From an optimization exercise on the open Yosys and OpenROAD flow, aimed at small area, a short achievable clock period and few clock cycles per item; shortcuts taken in it are not production practice. In this exercise RTL edits were held to simulation tests only and were not proved equivalent to the original.

==> inputs of 04-06 <==
## vm_fpu
module vm_fpu (
    input  wire        clk,
    input  wire        rst,
    input  wire        in_valid,
    output wire        in_ready,
    input  wire [7:0]  in_op,
    input  wire [63:0] in_a,
    input  wire [63:0] in_b,
    output reg         out_valid,
    output reg  [63:0] out_result
);
    localparam [1:0] K_ADD = 2'd0, K_MUL = 2'd1, K_DIV = 2'd2, K_SP = 2'd3;
    localparam [63:0] QNAN = 64'h7FF8000000000000;
    localparam integer DR  = 5;                     
    localparam integer DIT = (56 + DR - 1) / DR;    
    localparam integer NQ  = DR * DIT;              
    reg         va;
    reg  [1:0]  op1;             
    reg  [63:0] a1, b1;
    reg         a1h, b1h, a1fz, b1fz, a1em, b1em;    
    wire        a_adv;
    assign in_ready = !va || a_adv;
    always @(posedge clk) begin
        if (in_ready) begin
            a1  <= in_a;
            b1  <= in_b;
            op1 <= in_op[3:2];
            a1h  <= (in_a[62:52] != 11'd0);
            b1h  <= (in_b[62:52] != 11'd0);
            a1fz <= (in_a[51:0] == 52'd0);
            b1fz <= (in_b[51:0] == 52'd0);
            a1em <= (&in_a[62:52]);
            b1em <= (&in_b[62:52]);
        end
        if (rst)           va <= 1'b0;
        else if (in_ready) va <= in_valid;
    end
    wire [10:0] ea1   = a1[62:52];
    wire [10:0] eb1   = b1[62:52];
    wire        a_fz  = a1fz;
  ...
clock: 14.0 ns
lec_check: 0
cap_margin: 20
core_margin: 2
core_utilization: 50
setup_slack_margin: 5
slew_margin: 20
run.sh (not shown) runs the stock make flow with config.mk's settings and CLKGATE_MAP_FILE= SYNTH_SCRIPT=/design/flow/synth_recipe.tcl, a recipe that flattens the netlist after the stock synthesis.
==> 04-15 (differences from 04-06) <==
--- a/flow/design.v
+++ b/flow/design.v
@@ -10,32 +10,32 @@
     output reg  [63:0] out_result
 );
     localparam [1:0] K_ADD = 2'd0, K_MUL = 2'd1, K_DIV = 2'd2, K_SP = 2'd3;
     localparam [63:0] QNAN = 64'h7FF8000000000000;
     localparam integer DR  = 5;                     
-    localparam integer DIT = (56 + DR - 1) / DR;    
+    localparam integer DIT = (55 + DR - 1) / DR;    
     localparam integer NQ  = DR * DIT;              
     reg         va;
     reg  [1:0]  op1;             
     reg  [63:0] a1, b1;
     reg         a1h, b1h, a1fz, b1fz, a1em, b1em;    
-    wire        a_adv;
-    assign in_ready = !va || a_adv;
+    reg  [2:0]  b1cz;            
     always @(posedge clk) begin
-        if (in_ready) begin
+        begin
             a1  <= in_a;
             b1  <= in_b;
             op1 <= in_op[3:2];
             a1h  <= (in_a[62:52] != 11'd0);
             b1h  <= (in_b[62:52] != 11'd0);
             a1fz <= (in_a[51:0] == 52'd0);
             b1fz <= (in_b[51:0] == 52'd0);
             a1em <= (&in_a[62:52]);
+            b1cz <= {(in_b[32:22] == 11'd0), (in_b[21:11] == 11'd0), (in_b[10:0] == 11'd0)};
             b1em <= (&in_b[62:52]);
         end
-        if (rst)           va <= 1'b0;
-        else if (in_ready) va <= in_valid;
+        if (rst) va <= 1'b0;
+        else     va <= in_valid & in_ready;
     end
     wire [10:0] ea1   = a1[62:52];
     wire [10:0] eb1   = b1[62:52];
     wire        a_fz  = a1fz;
     wire        b_fz  = b1fz;
@@ -75,24 +75,24 @@
             if (a_nan || b_nan || (a_inf && b_inf) || (a_zero && b_zero)) sp_nan1 = 1'b1;
             else if (a_inf || b_zero)                                     sp_inf1 = 1'b1;
             else if (!(a_zero || b_inf))                                  special1 = 1'b0;
         end
     end
-    reg         md_busy, md_div, md_norm, md_wait, md_sign;
+    reg         md_busy, md_div, md_norm, md_sign;
     reg  [3:0]  md_cnt;
     reg  [52:0] ra, rb;
     reg  signed [12:0] me;
     reg  [57:0] S, C;
     reg  [NQ-1:0] Q, QM;
     reg  [10:0] lo_s, lo_c;      
     reg         mcin;
     wire md_type1 = op1[1] & !special1;
-    assign a_adv  = va & (!md_busy | (md_wait & !op1[1]));
-    wire a_to_md  = a_adv & md_type1;
-    wire a_to_b   = a_adv & !md_type1;
-    wire md_iter  = md_busy & !md_norm & !md_wait;
+    wire a_to_md  = va & md_type1;
+    wire a_to_b   = va & !md_type1;
+    wire md_iter  = md_busy & !md_norm;
     wire md_last  = md_iter & (md_cnt == (md_div ? DIT - 1 : 4));
+    assign in_ready = !(va & md_type1) & (!md_busy | md_last);
     wire        a_ge  = (a1[62:0] >= b1[62:0]);
     wire [10:0] dab   = ea1e - eb1e;
     wire [10:0] dba   = eb1e - ea1e;
     wire [10:0] ediff = a_ge ? dab : dba;
     wire [52:0] xm    = a_ge ? ma1 : mb1;
@@ -119,11 +119,17 @@
             s = x ^ y ^ z;
             c = ((x & y) | (x & z) | (y & z));
             csa65 = {s, c[63:0], 1'b0};
         end
     endfunction
-    wire [10:0] mbits = mopb[10:0];
+    wire [1:0]  mz    = !b1cz[0] ? 2'd0 : !b1cz[1] ? 2'd1 : !b1cz[2] ? 2'd2 : 2'd3;
+    wire [54:0] rbx   = {2'd0, rb};
+    wire [10:0] mbits = md_idle ? ((mz == 2'd0) ? mb1[10:0]  : (mz == 2'd1) ? mb1[21:11] :
+                                   (mz == 2'd2) ? mb1[32:22] : mb1[43:33])
+                                : ((md_cnt[2:0] == 3'd0) ? rbx[10:0]  : (md_cnt[2:0] == 3'd1) ? rbx[21:11] :
+                                   (md_cnt[2:0] == 3'd2) ? rbx[32:22] : (md_cnt[2:0] == 3'd3) ? rbx[43:33] :
+                                   rbx[54:44]);
     wire [65*11-1:0] ppv;
     genvar gk;
     generate
         for (gk = 0; gk < 11; gk = gk + 1) begin : g_pp
             assign ppv[65*gk +: 65] = mbits[gk] ? ({12'd0, mopa} << gk) : 65'd0;
@@ -187,85 +193,87 @@
         end
     endgenerate
     wire [57:0] dS = sxv[58*DR +: 58];
     wire [57:0] dC = scv[58*DR +: 58];
     wire [DR-1:0] dP, dN;
+    function [2*NQ-1:0] otf(input [NQ-1:0] q, input [NQ-1:0] qm, input [DR-1:0] p, input [DR-1:0] n);
+        reg [DR:0] v, vm;
+        reg        gt, nn, ge;
+        integer    k;
+        begin
+            v  = {1'b0, p} - {1'b0, n};
+            vm = v - 1'b1;
+            gt = 1'b0;
+            nn = 1'b1;
+            for (k = DR - 1; k >= 0; k = k - 1) begin
+                gt = gt | (p[k] & nn);
+                nn = nn & !n[k];
+            end
+            ge  = gt | nn;        
+            otf = {(ge ? q[NQ-1-DR:0] : qm[NQ-1-DR:0]), v[DR-1:0],
+                   (gt ? q[NQ-1-DR:0] : qm[NQ-1-DR:0]), vm[DR-1:0]};
+        end
+    endfunction
     generate
         for (gj = 1; gj <= DR; gj = gj + 1) begin : g_dig
             assign dP[DR-gj] = qpv[gj];
             assign dN[DR-gj] = qnv[gj];
         end
     endgenerate
-    wire [DR:0]   dvs  = {1'b0, dP} - {1'b0, dN};
-    wire [DR:0]   dvm  = dvs - 1'b1;
-    reg           d_ge, d_gt, d_nn;
-    integer       kq;
-    always @(*) begin
-        d_gt = 1'b0;
-        d_nn = 1'b1;
-        for (kq = 1; kq <= DR; kq = kq + 1) begin
-            d_gt = d_gt | (qpv[kq] & d_nn);
-            d_nn = d_nn & !qnv[kq];
-        end
-        d_ge = d_gt | d_nn;
-    end
-    wire [NQ-1:0] dQ   = d_ge ? {Qin[NQ-1-DR:0], dvs[DR-1:0]} : {QMin[NQ-1-DR:0], dvs[DR-1:0]};
-    wire [NQ-1:0] dQM  = d_gt ? {Qin[NQ-1-DR:0], dvm[DR-1:0]} : {QMin[NQ-1-DR:0], dvm[DR-1:0]};
+    reg  [DR-1:0] pd_p, pd_n;
+    wire [DR-1:0] pe_p = md_first ? {DR{1'b0}} : pd_p;
+    wire [DR-1:0] pe_n = md_first ? {DR{1'b0}} : pd_n;
+    wire [2*NQ-1:0] otf_md = otf(Qin, QMin, pe_p, pe_n);
+    wire [NQ-1:0] dQ   = otf_md[2*NQ-1:NQ];
+    wire [NQ-1:0] dQM  = otf_md[NQ-1:0];
     wire [57:0] it_S  = it_div ? dS  : {5'd0, mS[63:11]};
     wire [57:0] it_C  = it_div ? dC  : {5'd0, mC[63:11]};
-    wire [NQ-1:0] it_Q  = it_div ? dQ : {lowsum[10:0], Qin[NQ-1:11]};
+    wire [NQ-1:0] it_Q  = it_div ? dQ : {(md_first ? 11'd0 : lowsum[10:0]), Qin[NQ-1:11]};
     wire [NQ-1:0] it_QM = dQM;
     wire        ra8 = (ra[52:45] == 8'd0);
     wire        rb8 = (rb[52:45] == 8'd0);
     wire [3:0]  nda = ra[52] ? 4'd0 : (ra8 ? 4'd8 : 4'd1);
     wire [3:0]  ndb = rb[52] ? 4'd0 : (rb8 ? 4'd8 : 4'd1);
     always @(posedge clk) begin
         S    <= it_S;
         C    <= it_C;
         Q    <= it_Q;
         QM   <= it_QM;
+        pd_p <= dP;
+        pd_n <= dN;
         lo_s <= mS[10:0];
         lo_c <= mC[10:0];
         mcin <= !md_first & lowsum[11];
     end
     always @(posedge clk) begin
         if (rst) begin
             md_busy <= 1'b0;
             md_norm <= 1'b0;
-            md_wait <= 1'b0;
         end else if (a_to_md) begin
             md_busy <= 1'b1;
             md_div  <= op1[0];
             md_sign <= ps1;
             ra      <= ma1;
             me      <= op1[0] ? $signed({2'b0, ea1e}) - $signed({2'b0, eb1e}) + 13'sd1023
                               : $signed({2'b0, ea1e}) + $signed({2'b0, eb1e}) - 13'sd1023;
-            md_cnt  <= 4'd1;
+            md_cnt  <= !(a1h & b1h) ? 4'd0 : op1[0] ? 4'd1 : 4'd1 + {2'd0, mz};
             md_norm <= !(a1h & b1h);
-            rb      <= (op1[0] | !(a1h & b1h)) ? mb1 : {11'd0, mb1[52:11]};
+            rb      <= mb1;
         end else if (md_busy) begin
-            if (md_wait) begin
-                md_wait <= 1'b0;
-                md_busy <= 1'b0;
-            end else if (md_norm) begin
+            if (md_norm) begin
                 if (ra[52] && rb[52]) begin
                     md_norm <= 1'b0;
                     md_cnt  <= 4'd1;
-                    if (!md_div) rb <= {11'd0, rb[52:11]};
                 end else begin
                     ra <= ra[52] ? ra : (ra8 ? {ra[44:0], 8'd0} : {ra[51:0], 1'b0});
                     rb <= rb[52] ? rb : (rb8 ? {rb[44:0], 8'd0} : {rb[51:0], 1'b0});
                     me <= me - $signed({9'd0, nda})
                              + (md_div ? $signed({9'd0, ndb}) : -$signed({9'd0, ndb}));
                 end
             end else begin
                 md_cnt <= md_cnt + 4'd1;
-                if (!md_div) rb <= {11'd0, rb[52:11]};
-                if (md_last) begin
-                    if (md_div) md_wait <= 1'b1;
-                    else        md_busy <= 1'b0;
-                end
+                if (md_last) md_busy <= 1'b0;
             end
         end
     end
     reg         v2, inv2, cin2, s2, zs2, st2, spn2, spi2;
     reg  [1:0]  k2;
@@ -304,14 +312,15 @@
     wire [57:0] W    = wsum[62:5];
     wire        wlow = (wsum[4:1] != 4'd0);    
     wire        zW   = (W == 58'd0);
     wire [57:0] dreg = {3'd0, rb, 2'd0};
     wire        negd = ((W ^ dreg) == {(W[56:0] | dreg[56:0]), 1'b0});
-    wire [NQ-1:0] Qsel = W[57] ? QM : Q;
-    wire        qlow = (NQ > 56) ? (Qsel[NQ-57:0] != 0) : 1'b0;
+    wire [2*NQ-1:0] otf_l2 = otf(Q, QM, pd_p, pd_n);
+    wire [NQ-1:0] Qsel = W[57] ? otf_l2[NQ-1:0] : otf_l2[2*NQ-1:NQ];
+    wire        qlow = (NQ > 55) ? (Qsel[NQ-56:0] != 0) : 1'b0;
     wire        isdiv2 = (k2 == K_DIV);
-    wire [57:0] V2   = isdiv2 ? {1'b0, Qsel[NQ-1:NQ-56], 1'b0} : W;
+    wire [57:0] V2   = isdiv2 ? {1'b0, Qsel[NQ-1:NQ-55], 2'b00} : W;
     wire        e2pos = !e2[12] && (e2 != 13'sd0);
     wire        e2ge2 = !e2[12] && (e2[11:1] != 11'd0);
     wire [12:0] sidx  = 13'd57 - e2;                            
     wire        sok   = e2pos && (e2 <= 13'sd57);
     wire [56:0] sent  = sok ? (57'd1 << sidx[5:0]) : 57'd0;
- ABC_AREA: unset -> 1
==> 06-04 (differences from 04-06) <==
--- a/flow/design.v
+++ b/flow/design.v
@@ -10,11 +10,11 @@
     output reg  [63:0] out_result
 );
     localparam [1:0] K_ADD = 2'd0, K_MUL = 2'd1, K_DIV = 2'd2, K_SP = 2'd3;
     localparam [63:0] QNAN = 64'h7FF8000000000000;
     localparam integer DR  = 5;                     
-    localparam integer DIT = (56 + DR - 1) / DR;    
+    localparam integer DIT = (55 + DR - 1) / DR;    
     localparam integer NQ  = DR * DIT;              
     reg         va;
     reg  [1:0]  op1;             
     reg  [63:0] a1, b1;
     reg         a1h, b1h, a1fz, b1fz, a1em, b1em;    
@@ -75,23 +75,23 @@
             if (a_nan || b_nan || (a_inf && b_inf) || (a_zero && b_zero)) sp_nan1 = 1'b1;
             else if (a_inf || b_zero)                                     sp_inf1 = 1'b1;
             else if (!(a_zero || b_inf))                                  special1 = 1'b0;
         end
     end
-    reg         md_busy, md_div, md_norm, md_wait, md_sign;
+    reg         md_busy, md_div, md_norm, md_sign;
     reg  [3:0]  md_cnt;
     reg  [52:0] ra, rb;
     reg  signed [12:0] me;
     reg  [57:0] S, C;
     reg  [NQ-1:0] Q, QM;
     reg  [10:0] lo_s, lo_c;      
     reg         mcin;
     wire md_type1 = op1[1] & !special1;
-    assign a_adv  = va & (!md_busy | (md_wait & !op1[1]));
+    assign a_adv  = va & !md_busy;
     wire a_to_md  = a_adv & md_type1;
     wire a_to_b   = a_adv & !md_type1;
-    wire md_iter  = md_busy & !md_norm & !md_wait;
+    wire md_iter  = md_busy & !md_norm;
     wire md_last  = md_iter & (md_cnt == (md_div ? DIT - 1 : 4));
     wire        a_ge  = (a1[62:0] >= b1[62:0]);
     wire [10:0] dab   = ea1e - eb1e;
     wire [10:0] dba   = eb1e - ea1e;
     wire [10:0] ediff = a_ge ? dab : dba;
@@ -187,31 +187,40 @@
         end
     endgenerate
     wire [57:0] dS = sxv[58*DR +: 58];
     wire [57:0] dC = scv[58*DR +: 58];
     wire [DR-1:0] dP, dN;
+    function [2*NQ-1:0] otf(input [NQ-1:0] q, input [NQ-1:0] qm, input [DR-1:0] p, input [DR-1:0] n);
+        reg [DR:0] v, vm;
+        reg        gt, nn, ge;
+        integer    k;
+        begin
+            v  = {1'b0, p} - {1'b0, n};
+            vm = v - 1'b1;
+            gt = 1'b0;
+            nn = 1'b1;
+            for (k = DR - 1; k >= 0; k = k - 1) begin
+                gt = gt | (p[k] & nn);
+                nn = nn & !n[k];
+            end
+            ge  = gt | nn;        
+            otf = {(ge ? q[NQ-1-DR:0] : qm[NQ-1-DR:0]), v[DR-1:0],
+                   (gt ? q[NQ-1-DR:0] : qm[NQ-1-DR:0]), vm[DR-1:0]};
+        end
+    endfunction
     generate
         for (gj = 1; gj <= DR; gj = gj + 1) begin : g_dig
             assign dP[DR-gj] = qpv[gj];
             assign dN[DR-gj] = qnv[gj];
         end
     endgenerate
-    wire [DR:0]   dvs  = {1'b0, dP} - {1'b0, dN};
-    wire [DR:0]   dvm  = dvs - 1'b1;
-    reg           d_ge, d_gt, d_nn;
-    integer       kq;
-    always @(*) begin
-        d_gt = 1'b0;
-        d_nn = 1'b1;
-        for (kq = 1; kq <= DR; kq = kq + 1) begin
-            d_gt = d_gt | (qpv[kq] & d_nn);
-            d_nn = d_nn & !qnv[kq];
-        end
-        d_ge = d_gt | d_nn;
-    end
-    wire [NQ-1:0] dQ   = d_ge ? {Qin[NQ-1-DR:0], dvs[DR-1:0]} : {QMin[NQ-1-DR:0], dvs[DR-1:0]};
-    wire [NQ-1:0] dQM  = d_gt ? {Qin[NQ-1-DR:0], dvm[DR-1:0]} : {QMin[NQ-1-DR:0], dvm[DR-1:0]};
+    reg  [DR-1:0] pd_p, pd_n;
+    wire [DR-1:0] pe_p = md_first ? {DR{1'b0}} : pd_p;
+    wire [DR-1:0] pe_n = md_first ? {DR{1'b0}} : pd_n;
+    wire [2*NQ-1:0] otf_md = otf(Qin, QMin, pe_p, pe_n);
+    wire [NQ-1:0] dQ   = otf_md[2*NQ-1:NQ];
+    wire [NQ-1:0] dQM  = otf_md[NQ-1:0];
     wire [57:0] it_S  = it_div ? dS  : {5'd0, mS[63:11]};
     wire [57:0] it_C  = it_div ? dC  : {5'd0, mC[63:11]};
     wire [NQ-1:0] it_Q  = it_div ? dQ : {lowsum[10:0], Qin[NQ-1:11]};
     wire [NQ-1:0] it_QM = dQM;
     wire        ra8 = (ra[52:45] == 8'd0);
@@ -221,19 +230,20 @@
     always @(posedge clk) begin
         S    <= it_S;
         C    <= it_C;
         Q    <= it_Q;
         QM   <= it_QM;
+        pd_p <= dP;
+        pd_n <= dN;
         lo_s <= mS[10:0];
         lo_c <= mC[10:0];
         mcin <= !md_first & lowsum[11];
     end
     always @(posedge clk) begin
         if (rst) begin
             md_busy <= 1'b0;
             md_norm <= 1'b0;
-            md_wait <= 1'b0;
         end else if (a_to_md) begin
             md_busy <= 1'b1;
             md_div  <= op1[0];
             md_sign <= ps1;
             ra      <= ma1;
@@ -241,14 +251,11 @@
                               : $signed({2'b0, ea1e}) + $signed({2'b0, eb1e}) - 13'sd1023;
             md_cnt  <= 4'd1;
             md_norm <= !(a1h & b1h);
             rb      <= (op1[0] | !(a1h & b1h)) ? mb1 : {11'd0, mb1[52:11]};
         end else if (md_busy) begin
-            if (md_wait) begin
-                md_wait <= 1'b0;
-                md_busy <= 1'b0;
-            end else if (md_norm) begin
+            if (md_norm) begin
                 if (ra[52] && rb[52]) begin
                     md_norm <= 1'b0;
                     md_cnt  <= 4'd1;
                     if (!md_div) rb <= {11'd0, rb[52:11]};
                 end else begin
@@ -258,14 +265,11 @@
                              + (md_div ? $signed({9'd0, ndb}) : -$signed({9'd0, ndb}));
                 end
             end else begin
                 md_cnt <= md_cnt + 4'd1;
                 if (!md_div) rb <= {11'd0, rb[52:11]};
-                if (md_last) begin
-                    if (md_div) md_wait <= 1'b1;
-                    else        md_busy <= 1'b0;
-                end
+                if (md_last) md_busy <= 1'b0;
             end
         end
     end
     reg         v2, inv2, cin2, s2, zs2, st2, spn2, spi2;
     reg  [1:0]  k2;
@@ -304,14 +308,15 @@
     wire [57:0] W    = wsum[62:5];
     wire        wlow = (wsum[4:1] != 4'd0);    
     wire        zW   = (W == 58'd0);
     wire [57:0] dreg = {3'd0, rb, 2'd0};
     wire        negd = ((W ^ dreg) == {(W[56:0] | dreg[56:0]), 1'b0});
-    wire [NQ-1:0] Qsel = W[57] ? QM : Q;
-    wire        qlow = (NQ > 56) ? (Qsel[NQ-57:0] != 0) : 1'b0;
+    wire [2*NQ-1:0] otf_l2 = otf(Q, QM, pd_p, pd_n);
+    wire [NQ-1:0] Qsel = W[57] ? otf_l2[NQ-1:0] : otf_l2[2*NQ-1:NQ];
+    wire        qlow = (NQ > 55) ? (Qsel[NQ-56:0] != 0) : 1'b0;
     wire        isdiv2 = (k2 == K_DIV);
-    wire [57:0] V2   = isdiv2 ? {1'b0, Qsel[NQ-1:NQ-56], 1'b0} : W;
+    wire [57:0] V2   = isdiv2 ? {1'b0, Qsel[NQ-1:NQ-55], 2'b00} : W;
     wire        e2pos = !e2[12] && (e2 != 13'sd0);
     wire        e2ge2 = !e2[12] && (e2[11:1] != 11'd0);
     wire [12:0] sidx  = 13'd57 - e2;                            
     wire        sok   = e2pos && (e2 <= 13'sd57);
     wire [56:0] sent  = sok ? (57'd1 << sidx[5:0]) : 57'd0;
- ABC_AREA: unset -> 1
==> flow_summary.yaml <==
outcome:
  status: "complete, no violations"
critical_path:
  crit_family: "compound AO/OA/AOI/OAI gates"
  reg2regPathDepth: 37
grt:
  track_usage_pct: 45.82
  grt_pass1_wl_um: 595200
layout:
  multi_input_comb_cells: 7840
synth:
  synth_top_family_by_area: "adder cells"
detailed_routing:
  dr.first_iter.drc_count: 11858
  viasPerCell: 6.548
timing:
  tightest_slew_ps: 1318
[end of results for 04-06]
==> flow_summary.yaml <==
outcome:
  status: "complete, no violations"
layout:
  multi_input_comb_cells: 9150
detailed_routing:
  dr.first_iter.drc_count: 13526
critical_path:
  reg2regPathDepth: 36
  crit_family: "adder cells"
synth:
  synth_top_family_by_area: "simple AND/OR/NAND/NOR gates"
timing:
  tightest_slew_ps: 1339
[end of results for 04-15]
==> flow_summary.yaml <==
outcome:
  status: "complete, no violations"
critical_path:
  crit_family: "adder cells"
  reg2regPathDepth: 37
detailed_routing:
  dr.first_iter.drc_count: 13502
  viasPerCell: 6.065
synth:
  synth_top_family_by_area: "simple AND/OR/NAND/NOR gates"
grt:
  track_usage_pct: 45.25
[end of results for 06-04]
Testbench counts of 04-06, summed over its fixed seeds: cycles 18,966, ops 4,800.
Testbench counts of 04-15, summed over its fixed seeds: cycles 17,392, ops 4,800.
Testbench counts of 06-04, summed over its fixed seeds: cycles 17,890, ops 4,800.

[what the ideal ports hide]
In the flow no input, the clock included, has a driving cell. The finished layouts below were timed again as built, in two steps.
Step 1 sets driving cells, clkbuf_16 on the clock port and buf_2 on the other inputs (assumed; they add their load-dependent delay and slew).
Step 2 times the ports against the registers' clock, not the clock port: input delays grow and output delays shrink by t, the midpoint of the rising clock arrivals with the driver on.
Three values: no drivers, after step 1, after step 2; two values: the first two.
| run | shift t [ns] | setup slack, ns | hold WS [ns] | pins driven straight from the clock port |
|---|---|---|---|---|
| 04-06 | 0.869 | 4.899 / 4.899 / 4.899 | 0.332 / 0.332 / 0.332 | 1 |
| 04-15 | 0.875 | 5.297 / 5.297 / 5.297 | 0.328 / 0.328 / 0.328 | 1 |
| 06-04 | 0.857 | 5.265 / 5.265 / 5.265 | 0.330 / 0.330 / 0.330 | 1 |
After both steps every run listed still meets setup and hold.
